This is an optimization exercise on Yosys and OpenROAD, whose aim is a short achievable clock period and few clock cycles, not a production implementation.
Function was checked by simulation only, so behaviour that the tests miss may differ from the original.
Power and IR drop assume default switching activity.

## flow/design.v (module list and top-level ports; edited modules follow where they fit)
// module vm_core: 1700 lines
module vm_core (
    input  wire        clk,
    input  wire        rst,             
    input  wire        start,           
    input  wire        run_off_end,     
    input  wire [31:0] imem_size,       
    input  wire [31:0] dmem_size,       
    output wire        busy,
    output wire        halted,
    output wire        faulted,
    output reg  [2:0]  fault_kind,
    output wire [31:0] result,          
    output reg         imem_req,
    output reg  [31:0] imem_addr,
    input  wire        imem_ack,
    input  wire [31:0] imem_rdata,
    output reg         dmem_req,
    output reg         dmem_we,
    output reg  [31:0] dmem_addr,
    output reg  [31:0] dmem_wdata,
    input  wire        dmem_ack,
    input  wire [31:0] dmem_rdata,
    output reg         sys_req,
    output reg  [31:0] sys_id,
    output reg  [31:0] sys_arg2,
    output reg  [31:0] sys_arg3,
    input  wire        sys_ack,
    input  wire        sys_fault,
    input  wire [2:0]  sys_we,          
    input  wire [31:0] sys_c2,
    input  wire [31:0] sys_c3,
    input  wire [31:0] sys_c4,
    input  wire [3:0]  dbg_sel,
    output wire [31:0] dbg_rdata
);
  // ...
==> flow/run.sh <==
#!/bin/bash
# synth_recipe.tcl (not shown) runs the flow's synth.tcl, then flattens the netlist and writes it again
# the make line also repeats each setting of config.mk as NAME=value (left out here)
make -C /OpenROAD-flow-scripts/flow DESIGN_CONFIG=/design/flow/config.mk WORK_HOME=/design/flow/orfs CLKGATE_MAP_FILE= SYNTH_SCRIPT=/design/flow/synth_recipe.tcl finish
==> flow/config.mk <==
export PLATFORM = sky130hd
export DESIGN_NAME = vm_core
export DESIGN_NICKNAME = vm_core
export VERILOG_FILES = /design/flow/design.v
export SDC_FILE = /design/flow/constraint.sdc
export NUM_CORES = 4
export LEC_CHECK = 0
export ABC_CLOCK_PERIOD_IN_PS = 4000
export CAP_MARGIN = 20
export CORE_MARGIN = 2
export CORE_UTILIZATION = 30
export PLACE_DENSITY = 0.38
export SETUP_SLACK_MARGIN = 5
export SLEW_MARGIN = 20
==> flow/constraint.sdc <==
create_clock -name core_clock -period 16.0 [get_ports {clk}]
set_input_delay 3.2000 -clock core_clock [delete_from_list [all_inputs] [get_ports {clk}]]
set_output_delay 3.2000 -clock core_clock [all_outputs]
set_load 0.01 [all_outputs]
==> out/summary.md, run 1 <==
For the worst setup path, the data required time is 12.80 ns. The number of register bits inferred by synthesis is 1589. TritonCTS built the clock tree.

The fraction of power consumed by combinational cells is 0.746. Number of synthesized flops with an enable pin: 1500. The number of cells on the critical path was 15. The tools report the hold violation total from the final report as 0. The via count of the first global-routing pass is 162.0k. In the post-synthesis netlist, the cell with the most instances is sky130_fd_sc_hd__nor2_1. Yosys printed 4 warnings.

Combined buffer and inverter count along the critical path: 4. In the detailed route, the total length drawn on met2 is 488300 um. The post-CTS setup buffer count is 3, and the adder and majority cell fraction of the synthesized area is 0.1695. Combinational family with the most area after synthesis: compound AO/OA/AOI/OAI gates. The met3 wirelength from detailed routing came out at 114300 um. The core region is 544900 um^2. The detailed router put a total of 439500 um of wire on met1. The multi-input combinational cell count was 15.13k. The final period utilization is 0.7067.

The area-dominant cell class after layout is multi-input gates. The fmax was 88.44 MHz; the half-perimeter wire length after detailed placement was 906400 um. In this run the critical register-to-register path is captured at rf[8][24].

The power density relative to cell area is 220.0 nW/um^2, and the gate count of the mapped netlist is 19.20k. The register containing the most flip-flops in the final layout is rf. The number of flip-flops and latches was 1589.

The flow ran to the end and the layout has no timing, DRC or antenna violations. The highest metal layer with signal wires was met5. In the synthesized netlist the dominant register cell turns out to be sky130_fd_sc_hd__edfxtp_1. In this run the mean area of a mapped cell was 8.553 um^2. Sequential cells consume a total of 5310 uW.

Setup TNS: 0 ns. In the final layout, the registers with the most flip-flops are rf: 288 flops, dv_m: 265 flops, ea_hi2: 34 flops. The final setup skew is 0.1200 ns. After detailed routing, the average wire length per cell comes to 42.22 um.

The post-synthesis to final-layout area growth was 16.12%. The logs give 0 for the DRC violation count after routing and 27.34k for the final non-filler cell total. The layout has 1341 buffers outside the clock class.

The simple-gate share of the synthesized area was 0.1627. The tools report the hold path endpoint as r_result[15]. The count of nets left with antenna violations once routing finished came out at 0. Fraction of synthesized cell area in xor and xnor cells: 0.06722.
Testbench counts, summed over its fixed seeds: cycles 39,449.
==> run 2, diff against run 1 <==
--- a/flow/design.v
+++ b/flow/design.v
@@ -46,16 +46,17 @@
     localparam [1:0] D_NONE = 2'd0, D_SETUP = 2'd1, D_ITER = 2'd2, D_WB = 2'd3;
     localparam [1:0] MK_LD = 2'd0, MK_ST = 2'd1, MK_SYS = 2'd2, MK_MUL = 2'd3;
     reg        running;        
     reg        r_halted, r_faulted;
     reg [31:0] r_result;
     reg        drain;          
     reg        roe;            
     reg [33:0] ilim;           
+    reg [33:0] umax;           
     reg [33:0] dlim;           
     reg [31:0] rf [1:10];      
     reg [31:0] pc_final;       
     reg        f_req;          
     reg [31:0] f_addr;
     reg        h_v;            
     reg [31:0] h_addr;
     reg        ir_v;           
@@ -120,22 +121,18 @@
             clz32 = 6'd32;
             for (k = 0; k < 32; k = k + 1)
                 if (v[k]) clz32 = 6'd31 - k[5:0];
         end
     endfunction
     assign dbg_rdata = (dbg_sel == R_PC) ? (running ? pc : pc_final) : rsel(onehot11({4'd0, dbg_sel}) & 11'h5FE);
     wire        ee;            
     wire        starting = start && !rst && (!running || ee);
-    wire [33:0] ilim_f = starting ? {2'b00, imem_size} - 34'd4 : ilim;
     wire [33:0] dlim_in = (dmem_size > 32'h80000003) ? 34'h7FFFFFFF : {2'b00, dmem_size} - 34'd4;
     wire [33:0] dlim_f = starting ? dlim_in : dlim;
-    function in_imem_f(input [31:0] a);
-        in_imem_f = !a[31] && sle34({2'b00, a}, ilim_f);
-    endfunction
     wire [31:0] fw      = imem_rdata;
     wire [7:0]  fop     = fw[7:0];
     wire [7:0]  fb1     = fw[15:8];
     wire [7:0]  fb2     = fw[23:16];
     wire [7:0]  fb3     = fw[31:24];
     wire        f_rrr   = (fop <= OP_DIVI);
     wire        f_rri   = (fop >= OP_ADDN && fop <= OP_STORE) || fop == OP_JZ || fop == OP_JGT;
     wire        f_ri16  = (fop == OP_SETLO) || (fop == OP_SETHI) || (fop == OP_JUMP);
@@ -151,23 +148,32 @@
     wire        f_cjmp  = (fop == OP_JZ) || (fop == OP_JGT);
     wire        f_pcrel = (f_jmp && fb1 == 8'd9) || (f_cjmp && fb2 == 8'd9);
     wire [31:0] f_off   = f_jmp ? {{14{fw[31]}}, fw[31:16], 2'b00} : {{22{fw[31]}}, fw[31:24], 2'b00};
     wire        br_ovr;
     wire        jmp_taken;
     wire [31:0] fa0 = h_addr, fa1 = ir_tgt, fa2 = ir_seq, fa3 = f_addr;
     wire [31:0] ft0 = fa0 + f_off, ft1 = fa1 + f_off, ft2 = fa2 + f_off, ft3 = fa3 + f_off;
     wire [31:0] fq0 = fa0 + 32'd4, fq1 = fa1 + 32'd4, fq2 = fa2 + 32'd4, fq3 = fa3 + 32'd4;
-    wire        fto0 = in_imem_f(ft0), fto1 = in_imem_f(ft1), fto2 = in_imem_f(ft2), fto3 = in_imem_f(ft3);
-    wire        fqo0 = in_imem_f(fq0), fqo1 = in_imem_f(fq1), fqo2 = in_imem_f(fq2), fqo3 = in_imem_f(fq3);
+    wire [33:0] f_off34 = {{2{f_off[31]}}, f_off};
+    function fbound(input [31:0] base, input [33:0] off);
+        fbound = sle34(-{2'b00, base}, off) && sle34(off, umax - {2'b00, base});
+    endfunction
+    wire        fto0 = fbound(fa0, f_off34), fto1 = fbound(fa1, f_off34),
+                fto2 = fbound(fa2, f_off34), fto3 = fbound(fa3, f_off34);
+    wire        fqo0 = sle34({2'b00, fa0}, umax - 34'd4), fqo1 = sle34({2'b00, fa1}, umax - 34'd4),
+                fqo2 = sle34({2'b00, fa2}, umax - 34'd4), fqo3 = sle34({2'b00, fa3}, umax - 34'd4);
+    wire [33:0] umax_in = (imem_size > 32'h80000003) ? 34'h7FFFFFFF : {2'b00, imem_size} - 34'd4;
+    wire        fto_st = sle34(34'd0, f_off34) && sle34(f_off34, umax_in);
+    wire        fqo_st = sle34(34'd4, umax_in);
     wire [1:0]  fsel = h_v ? 2'd0 : br_ovr ? (jmp_taken ? 2'd1 : 2'd2) : 2'd3;
     wire [31:0] f_tgt    = (fsel == 2'd0) ? ft0 : (fsel == 2'd1) ? ft1 : (fsel == 2'd2) ? ft2 : ft3;
-    wire        f_tgt_ok = (fsel == 2'd0) ? fto0 : (fsel == 2'd1) ? fto1 : (fsel == 2'd2) ? fto2 : fto3;
+    wire        f_tgt_ok = starting ? fto_st : (fsel == 2'd0) ? fto0 : (fsel == 2'd1) ? fto1 : (fsel == 2'd2) ? fto2 : fto3;
     wire [31:0] f_seq    = (fsel == 2'd0) ? fq0 : (fsel == 2'd1) ? fq1 : (fsel == 2'd2) ? fq2 : fq3;
-    wire        f_seq_ok = (fsel == 2'd0) ? fqo0 : (fsel == 2'd1) ? fqo1 : (fsel == 2'd2) ? fqo2 : fqo3;
+    wire        f_seq_ok = starting ? fqo_st : (fsel == 2'd0) ? fqo0 : (fsel == 2'd1) ? fqo1 : (fsel == 2'd2) ? fqo2 : fqo3;
     wire        f_predt = f_pcrel && (f_jmp || fw[31]);
     wire        f_isend  = (fop == OP_END);
     wire [31:0] f_next   = f_isend ? 32'd0 : f_predt ? f_tgt : f_seq;
     wire        f_next_ok = !f_isend && (f_predt ? f_tgt_ok : f_seq_ok);
     reg  [10:0] f_reads;
     always @(*) begin
         if (f_rrr)                              f_reads = fs2 | fs3;
         else if (fop <= OP_LOAD)                f_reads = fs2;
@@ -190,28 +196,37 @@
     wire        m_done;
     wire [31:0] m_val;
     wire        m_fwd  = m_v && (m_kind == MK_MUL);
     function [31:0] rfwd(input [10:0] s, input [31:0] raw);
         rfwd = (m_fwd && |(s & m_wmask)) ? mul_y : raw;
     endfunction
     wire [31:0] x1r = rsel(s1);
     wire [31:0] x2r = rsel(s2);
-    wire [31:0] x1  = rfwd(s1, x1r);
-    wire [31:0] x2  = rfwd(s2, x2r);
-    wire [31:0] xa  = rfwd(sa, rsel(sa));
+    wire [31:0] xar = rsel(sa);
+    wire [31:0] x1f = rfwd(s1, x1r);
+    wire [31:0] x2f = rfwd(s2, x2r);
+    wire [31:0] xaf = rfwd(sa, xar);
+    wire [31:0] x1  = x1r;
+    wire [31:0] x2  = x2r;
+    wire [31:0] xa  = xar;
     wire [31:0] imm8  = {{24{b3[7]}}, b3};
     wire [31:0] imm16 = {16'd0, b3, b2};
     wire [31:0] off8  = {{22{b3[7]}}, b3, 2'b00};
     wire [31:0] off16 = {{14{b3[7]}}, b3, b2, 2'b00};
     wire [31:0] alu_a = xa;
     wire [31:0] alu_b = c_rrr ? x2 : imm8;
     wire [31:0] as_y  = c_sub ? alu_a - alu_b : alu_a + alu_b;
     wire [31:0] set_y = c_setlo ? (x1 | imm16) : (x1 | {imm16[15:0], 16'd0});
-    wire [31:0] wr_y  = c_set ? set_y : as_y;
+    wire [31:0] wr_y  = c_set ? set_y : as_y;      
+    wire [31:0] alu_af = xaf;
+    wire [31:0] alu_bf = c_rrr ? x2f : imm8;
+    wire [31:0] as_yf  = c_sub ? alu_af - alu_bf : alu_af + alu_bf;
+    wire [31:0] set_yf = c_setlo ? (x1f | imm16) : (x1f | {imm16[15:0], 16'd0});
+    wire [31:0] wr_yf  = c_set ? set_yf : as_yf;   
     wire [31:0] mem_ea   = x2 + off8;
     wire [33:0] x2e      = {2'b00, x2};
     wire        ea_in    = (sle34(ea_lo1, x2e) && sle34(x2e, ea_hi1)) ||
                            (sle34(ea_lo2, x2e) && sle34(x2e, ea_hi2));
     wire        ea_algn  = (x2[1:0] == 2'b00);
     wire        x1_zero  = (x1r == 32'd0);
     assign      jmp_taken = c_j || (c_jz && x1_zero) || (c_jgt && !x1r[31] && !x1_zero);
     wire [31:0] jmp_rt   = c_j ? x1r + off16 : x2r + off8;    
@@ -1362,17 +1377,18 @@
                          (dv_lo == {DB{1'b0}}) ? {dv_nqh, {DB{1'b0}}} : {~dv_qh, dv_nlo};
     wire        du_last = (dst == D_ITER) && (dv_cnt == 4'd1) && !du_pcw;
     wire        du_fin  = (dst == D_WB) || du_last;
     wire [31:0] du_val  = dv_neg ? -dv_q[31:0] : dv_q[31:0];
     wire        du_pcw_do = du_fin && du_pcw;
     wire        du_pc_bad = du_val[31] || (du_val[1:0] != 2'b00);
     wire        e_live = running && !drain;
     wire        e_isj  = c_j || c_jz || c_jgt;
-    wire        hazard = ((e_isj || c_div || !m_fwd) && |(e_reads & m_wmask)) ||
+    wire        e_fwd_ok = (c_as || c_set || c_end) && !rd_pc;
+    wire        hazard = ((!e_fwd_ok || !m_fwd) && |(e_reads & m_wmask)) ||
                          (du_busy && (|(e_reads & du_mask) || (c_sys && |(e_writes & du_mask)) ||
                                       (c_div && !(s1 == du_mask))));
     wire        e_go   = e_live && ir_v && m_free && !hazard;
     wire        e_ok   = e_go && !c_ill;
     wire        e_wrcls = c_as || c_set || c_mul || c_div || c_ld;
     wire        e_jslow = c_j | c_jz | c_jgt ? (!ir_pcrel && jmp_taken) : 1'b0;
     wire        e_done  = e_ok && ((e_wrcls && !rd_zero && !rd_pc) || c_st || c_sys ||
                                    ((c_j || c_jz || c_jgt) && !e_jslow));
@@ -1404,17 +1420,17 @@
                 e_fin = 1'b1; e_fkind = F_MEM_ALIGN; e_fpay = mem_ea;
             end else if (e_wrcls && rd_zero) begin
                 e_fin = 1'b1; e_fkind = F_ILL_OP; e_fpay = 32'd0;
             end else if ((c_as || c_set) && rd_pc && (wr_y[31] || wr_y[1:0] != 2'b00)) begin
                 e_fin = 1'b1; e_fkind = F_ILL_PC; e_fpay = wr_y;
             end else if ((c_j || c_jz || c_jgt) && jmp_taken && jmp_bad) begin
                 e_fin = 1'b1; e_fkind = F_ILL_PC; e_fpay = jmp_t;
             end else if (c_end) begin
-                e_fin = 1'b1; e_halt = 1'b1; e_fpay = x1;
+                e_fin = 1'b1; e_halt = 1'b1; e_fpay = x1f;
             end
         end
     end
     assign mul_load = m_free;
     wire        du_kill = du_busy && (s1 == du_mask) &&
                           (e_wen || (e_mis && (c_ld || c_mul)) || e_dstart);
     wire        e_idle    = e_live && !ir_v && !du_busy && !m_v;
     wire        e_adv     = e_idle && adv;
@@ -1511,16 +1527,17 @@
                 running    <= 1'b1;
                 drain      <= 1'b0;
                 r_halted     <= 1'b0;
                 r_faulted    <= 1'b0;
                 fault_kind <= 3'd0;
                 r_result     <= 32'd0;
                 roe        <= run_off_end;
                 ilim       <= {2'b00, imem_size} - 34'd4;
+                umax       <= umax_in;
                 dlim       <= (dmem_size > 32'h80000003) ? 34'h7FFFFFFF : {2'b00, dmem_size} - 34'd4;
                 pc         <= 32'd0;
                 pc_ok      <= (imem_size >= 32'd4);
                 ir_v       <= 1'b0;
                 adv        <= 1'b0;
                 dst        <= D_NONE;
                 m_v        <= 1'b0;
                 m_wmask    <= 11'd0;
@@ -1580,32 +1597,32 @@
                     MK_SYS: begin
                         if (sys_we[0]) rf[R_CALL2] <= sys_c2;
                         if (sys_we[1]) rf[R_CALL3] <= sys_c3;
                         if (sys_we[2]) rf[R_CALL4] <= sys_c4;
                     end
                     default: ;
                 endcase
             end
-            if (e_wen) rf[rd] <= wr_y;
+            if (e_wen) rf[rd] <= wr_yf;
             if (m_free) begin
                 m_v      <= e_mis;
                 m_kind   <= e_mkind;
                 m_rd     <= rd;
                 m_pcw    <= rd_pc && (c_ld || c_mul);
                 m_pc     <= pc;
                 m_wmask  <= e_mis ? e_writes : 11'd0;
                 dmem_req <= e_mis_ls;
                 sys_req  <= e_mis && c_sys;
                 dmem_we    <= c_st;
                 dmem_addr  <= mem_ea;
                 dmem_wdata <= x1;
-                sys_id     <= rfwd(11'h020, rf[R_CALL1]);
-                sys_arg2   <= rfwd(11'h040, rf[R_CALL2]);
-                sys_arg3   <= rfwd(11'h080, rf[R_CALL3]);
+                sys_id     <= rf[R_CALL1];
+                sys_arg2   <= rf[R_CALL2];
+                sys_arg3   <= rf[R_CALL3];
             end
             if (e_done) begin
                 pc    <= e_npc;
                 pc_ok <= e_npc_ok;
                 ir_v  <= 1'b0;
             end
             if (e_pcw) begin
                 pc      <= wr_y;
==> flow/flow/run.sh (new file) <==
#!/bin/bash
set -euo pipefail
bash standard.sh finish SETUP_SLACK_MARGIN=8.5 \
    'BUFFER_PORTS_ARGS=-buffer_cell sky130_fd_sc_hd__buf_4' > orfs_make.log 2>&1
==> flow/standard.sh (new file) <==
#!/bin/bash
# synth_recipe.tcl (not shown) runs the flow's synth.tcl, then flattens the netlist and writes it again
# the make line also repeats each setting of config.mk as NAME=value (left out here)
make -C /OpenROAD-flow-scripts/flow DESIGN_CONFIG=/design/flow/config.mk WORK_HOME=/design/flow/orfs CLKGATE_MAP_FILE= SYNTH_SCRIPT=/design/flow/synth_recipe.tcl "${@:-finish}"
removed: flow/run.sh
==> run 2 against run 1 <==
  * Largest cell class unchanged
  * Synthesized cell count increased by 0.88%
  * Now fails the layout checks on capacitance limit, slew limit
  * Register-to-register slack improved by 3.0 ns
  * First-iteration DRC count decreased by 3.0%
  * Fmax increased by 29%
  * Area after synthesis increased by 2.2%
  * Cell count increased by 3.9%
==> out/summary.md, run 2 <==
The detailed router placed 175.8k vias in this run. Register containing the most flip-flops in the final layout: rf. Fraction of post-synthesis cell area in the top cell type by area: 0.2744. At the pin with the least slew margin, the transition time is 2.716 ns. The worst register-to-register path ends at rf[8][30]. The total nets after synthesis is 21.76k, and the area inside the core boundary is 557100 um^2 (+2.2%). The number of synthesized flops with an enable pin was 1534 (+2.3%). The logs give 0.2850 for the share of the yosys chip area belonging to registers and 7.81 ns for the flop-to-flop setup slack. For the initial antenna violation count, the log shows 183.

The final setup skew was 0.1389 ns (+0.01895 ns). Counting the buffers created by CTS gives 223. Across the whole layout, storage elements account for 47860 um^2.

The setup TNS was 0 ns (unchanged); the placer's final routability congestion estimate was 1.054. The tools report the remaining number of nets flagged by the antenna check after routing as 0 (unchanged). The reasons given for failing layout checks are capacitance limit, slew limit. Using the TritonRoute via totals, the vias-per-cell ratio works out to 6.188.

The wire length of the first global-routing pass came out at 1507000 um. Among all cell types in the netlist, the one instantiated most often is sky130_fd_sc_hd__nor2_1. The type of the most critical hold path is reg -> reg. The count of hold buffers inserted by post-cts repair came out at 0.

The flow ran to the end, but the layout failed its checks. The tools report the count of different cell masters after synthesis as 109. The hold violation total from the final report is 0 (unchanged). The total number of nets in the final design was 23.03k; the number of setup violations in the final report was 0.

The gate count of the mapped netlist came out at 19.37k (+0.88%). The multi-input combinational cells in the finished layout cover a total of 118900 um^2. The startpoint of the lowest-slack register-to-register path was mul_s1_8_2. The cell depth of the worst hold path was 2; the number of buffers on the longest clock path was 4.

The die width works out to 752.0 um. Among all flip-flop cells after synthesis, the most frequent one is sky130_fd_sc_hd__edfxtp_1. The fraction of synthesis flops using an asynchronous set or reset pin works out to 0. The logs give 57.68k for the filler cell count and 3 for the max-capacitance violation count. Wires add up to 1159000 um. The critical path is of the reg -> out type.

The final period utilization is 0.5483 (-0.1584), and the flip-flop count of the largest register, all copies and words added is 288. Once placement finished, the instance area stood at 185100 um^2. 505 I/O pins were placed.

The highest net fanout along the worst path works out to 26. After clock tree synthesis, the clock-pin slew on the worst setup and hold paths is 0.06 ns. The die area came out at 565500 um^2. The via count of the first global-routing pass is 165.5k (+2.2%), and the power density relative to cell area is 223.5 nW/um^2 (+1.6%).

For the DRC violation count after routing, the log shows 0 (unchanged). The commonest cells after synthesis are sky130_fd_sc_hd__nor2_1 (1822), sky130_fd_sc_hd__ha_1 (1700), sky130_fd_sc_hd__edfxtp_1 (1534). The final-report max-slew violation count came out at 15.

Input and output buffers added on the ports amount to 504. The detailed router finished its first iteration with 22.79k violations. For the clock latency at the later pin of the worst-skew pair, the log shows 1.11 ns. The biggest area contributor in the post-synthesis netlist is sky130_fd_sc_hd__edfxtp_1. With fillers left out, the area of the finished cells amounts to 207500 um^2.

The per-instance average area after synthesis was 8.668 um^2 (+1.3%); the number of cells traversed by the worst register-to-register path was 31. For the number of levels the H-tree was split into, the log shows 4. For the standby leakage power, the log shows 0.08502 uW.

For the half-perimeter wire length after detailed placement, the log shows 882100 um (-2.7%). The top cell types in the final layout, fill and taps aside, are sky130_fd_sc_hd__nor2_1 (1747), sky130_fd_sc_hd__ha_1 (1649), sky130_fd_sc_hd__buf_4 (1588). In this run the most critical hold path is launched from m_pc[30]. Entering global routing, the biggest net connects 115 pins.

The fmax is 114.0 MHz (+29%), and the number of detailed-route iterations in the first pass is 10. Setup repair after global routing could not meet its margin everywhere. The design draws 46370 uW. The tools report the initial cell density of the core as 0.3013.

The number of register bits inferred by synthesis came out at 1623 (+2.1%). The detail-routed net length per standard cell works out to 40.81 um (-3.3%). The netlist area before placement was 167900 um^2; the sum of overflow across all layers after global routing was 0.

The most common library cell in the layout ignoring fill and taps was sky130_fd_sc_hd__nor2_1. In this run the core area contains 274 standard-cell rows. Relative to the synthesized area, the layout overhead comes to 23.62%.

The logs give 1.667 mV for the peak ir drop on the vdd network and -0.8298 for the worst slew slack as a fraction of its limit. Yosys attributes the largest share of cell area to sky130_fd_sc_hd__edfxtp_1 (27%), sky130_fd_sc_hd__ha_1 (13%), sky130_fd_sc_hd__fa_1 (5.4%). In this run the vertical extent of the chip is 752.0 um. Data arrives at the worst endpoint at 5.57 ns.

The proportion of layout cells with a drive suffix above 1 was 0.1765; the time the worst path needs with I/O delays and setup was 8.773 ns. For the warning count from the yosys run, the log shows 4 (unchanged). The largest registers in the layout are rf: 288 flops, dv_m: 266 flops, ea_hi2: 34 flops. The worst setup path is captured at an output pin. The hold path endpoint is pc_final[30].

Cell at the root of the clock tree: sky130_fd_sc_hd__clkbuf_16. The nature of the critical path startpoint was a register. The tools report the required time at the endpoint of the critical path as 12.80 ns (about the same). TritonCTS built the clock tree. The combined global-route utilization of all metal layers came out at 0.3917. For this design, the sink count on the clock tree is 1623.
[run 2: changes by cell type after synthesis, moves of 52 or more]
cell | before | now
sky130_fd_sc_hd__a22oi_1 | 404 | 456
sky130_fd_sc_hd__o22ai_1 | 120 | 229
sky130_fd_sc_hd__ha_1 | 1492 | 1700
sky130_fd_sc_hd__a21oi_1 | 1325 | 1257
sky130_fd_sc_hd__a21o_1 | 517 | 570
sky130_fd_sc_hd__nand2_1 | 1579 | 1503
sky130_fd_sc_hd__mux2_2 | 106 | 44
sky130_fd_sc_hd__mux2i_1 | 226 | 171
sky130_fd_sc_hd__o21ai_0 | 1185 | 1114
sky130_fd_sc_hd__nor2b_1 | 158 | 222
sky130_fd_sc_hd__clkbuf_1 | 834 | 733
sky130_fd_sc_hd__xnor2_1 | 868 | 934
[run 2: kinds of logic after synthesis]
group,Yosys count,share of synthesized area
adders and majority gates,2155,0.1810
AOI/OAI and AO/OA,5833,0.2324
buffers and inverters,2445,0.05581
and+or+nand+nor,5746,0.1618
xor gates and xnor gates,1343,0.07012
DFF,1623,0.2850
muxes,221,0.01391
[run 2: repair_timing]
item / 4_1_cts / 5_1_grt
gates resized for setup: 1137 / 554
buffers inserted: 431 / 227
pin swaps: 322 / 391
cloned: 33 / 14
setup endpoints to repair: 1318 / 1045
[run 2: stage by stage]
stage / cells / hold slack [ns] / setup slack (ns) / util
floorplan: 19370 / 0.4206 / 6.736 / -
global placement: 27150 / 0.4628 / 5.167 / 0.3320
detailed placement: 27160 / 0.4615 / 5.243 / 0.3322
CTS: 28030 / 0.4743 / 7.467 / 0.3632
global route: 28320 / 0.4980 / 7.211 / 0.3721
finish: 28410 / 0.4587 / 7.227 / 0.3725
[run 2: power breakdown]
group	total [uW]	internal, uW	switching (uW)
Clock	5440	3070	2380
Combinational	35100	9610	25500
Sequential	5800	5310	490
[run 2: final cells by class]
class | count | share of cell area
multi-input combinational | 15310 | 0.5729
sequential | 1623 | 0.2306
timing repair buffer | 1944 | 0.08520
tap | 7452 | 0.04493
inverter | 1538 | 0.02860
clock buffer | 261 | 0.02792
clock inverter | 154 | 0.008267
antenna | 128 | 0.001544
timing repair inverter | 1 | 0.00003618
[run 2: layer usage]
layer | GRT usage | up-vias | part of all wire
li1 | - | 73980 | -
met1 | 0.4607 | 87450 | 0.37
met2 | 0.5924 | 11030 | 0.42
met3 | 0.1280 | 3256 | 0.11
met4 | 0.2974 | 70 | 0.098
met5 | 0.0003368 | - | 0.00071
[run 2: worst max-delay path by stage]
stage,endpoint,depth (start not counted),from
finish,imem_addr[30],17,s1[8]
detailed placement,ea_hi2[33],31,dmem_size[2]
global placement,ea_hi2[33],31,dmem_size[2]
floorplan,ea_hi2[33],29,dmem_size[12]
global route,dbg_rdata[23],11,dbg_sel[2]
CTS,imem_addr[31],17,s1[1]
[run 2: critical path, cell delays in order, from the launching register on]
cell and delay [ns]:
sky130_fd_sc_hd__edfxtp_1 0.35, sky130_fd_sc_hd__buf_4 0.25, sky130_fd_sc_hd__buf_12 0.25, sky130_fd_sc_hd__a221oi_2 0.32, sky130_fd_sc_hd__buf_6 0.23, sky130_fd_sc_hd__nor4b_4 0.39
sky130_fd_sc_hd__nand4_1 0.32, sky130_fd_sc_hd__nor4_4 0.31, sky130_fd_sc_hd__buf_6 0.21, sky130_fd_sc_hd__mux2_4 0.39, sky130_fd_sc_hd__nor3_4 0.31, sky130_fd_sc_hd__buf_6 0.16
sky130_fd_sc_hd__buf_16 0.14, sky130_fd_sc_hd__mux2i_1 0.18, sky130_fd_sc_hd__a21oi_1 0.08, sky130_fd_sc_hd__o21a_2 0.23, sky130_fd_sc_hd__clkinvlp_4 0.13, sky130_fd_sc_hd__buf_6 0.11
Testbench counts of run 2, summed over its fixed seeds: cycles 39,497.

what the ideal ports hide:
The flow's constraints put no driver on any port. The routed layouts listed below were extracted and timed again, unchanged, in two steps. Step 1, drivers: a clkbuf_16 drives clk and a buf_2 each remaining input, both assumed. Step 2 adds t to the input delays and takes it off the output delays; t is the mean of the earliest and latest rising clock arrival at the registers after step 1. Input paths then give back, and output paths get back, about the clock's delay inside the block. Slacks: ideal ports / drivers / drivers and shift; pairs: ideal ports / drivers.
run | t, ns | setup slack, ns | worst setup path after step 2 | worst slew at a driven data input, ns
run 1 | 1.137 | 4.693 / 4.548 / 4.380 | input to register | 0.20
run 2 | 1.176 | 7.227 / 7.090 / 6.751 | input to register | 0.41
The setup slack of run 2, which loses most, moves by -0.137 ns with the drivers and by -0.476 ns with both steps.
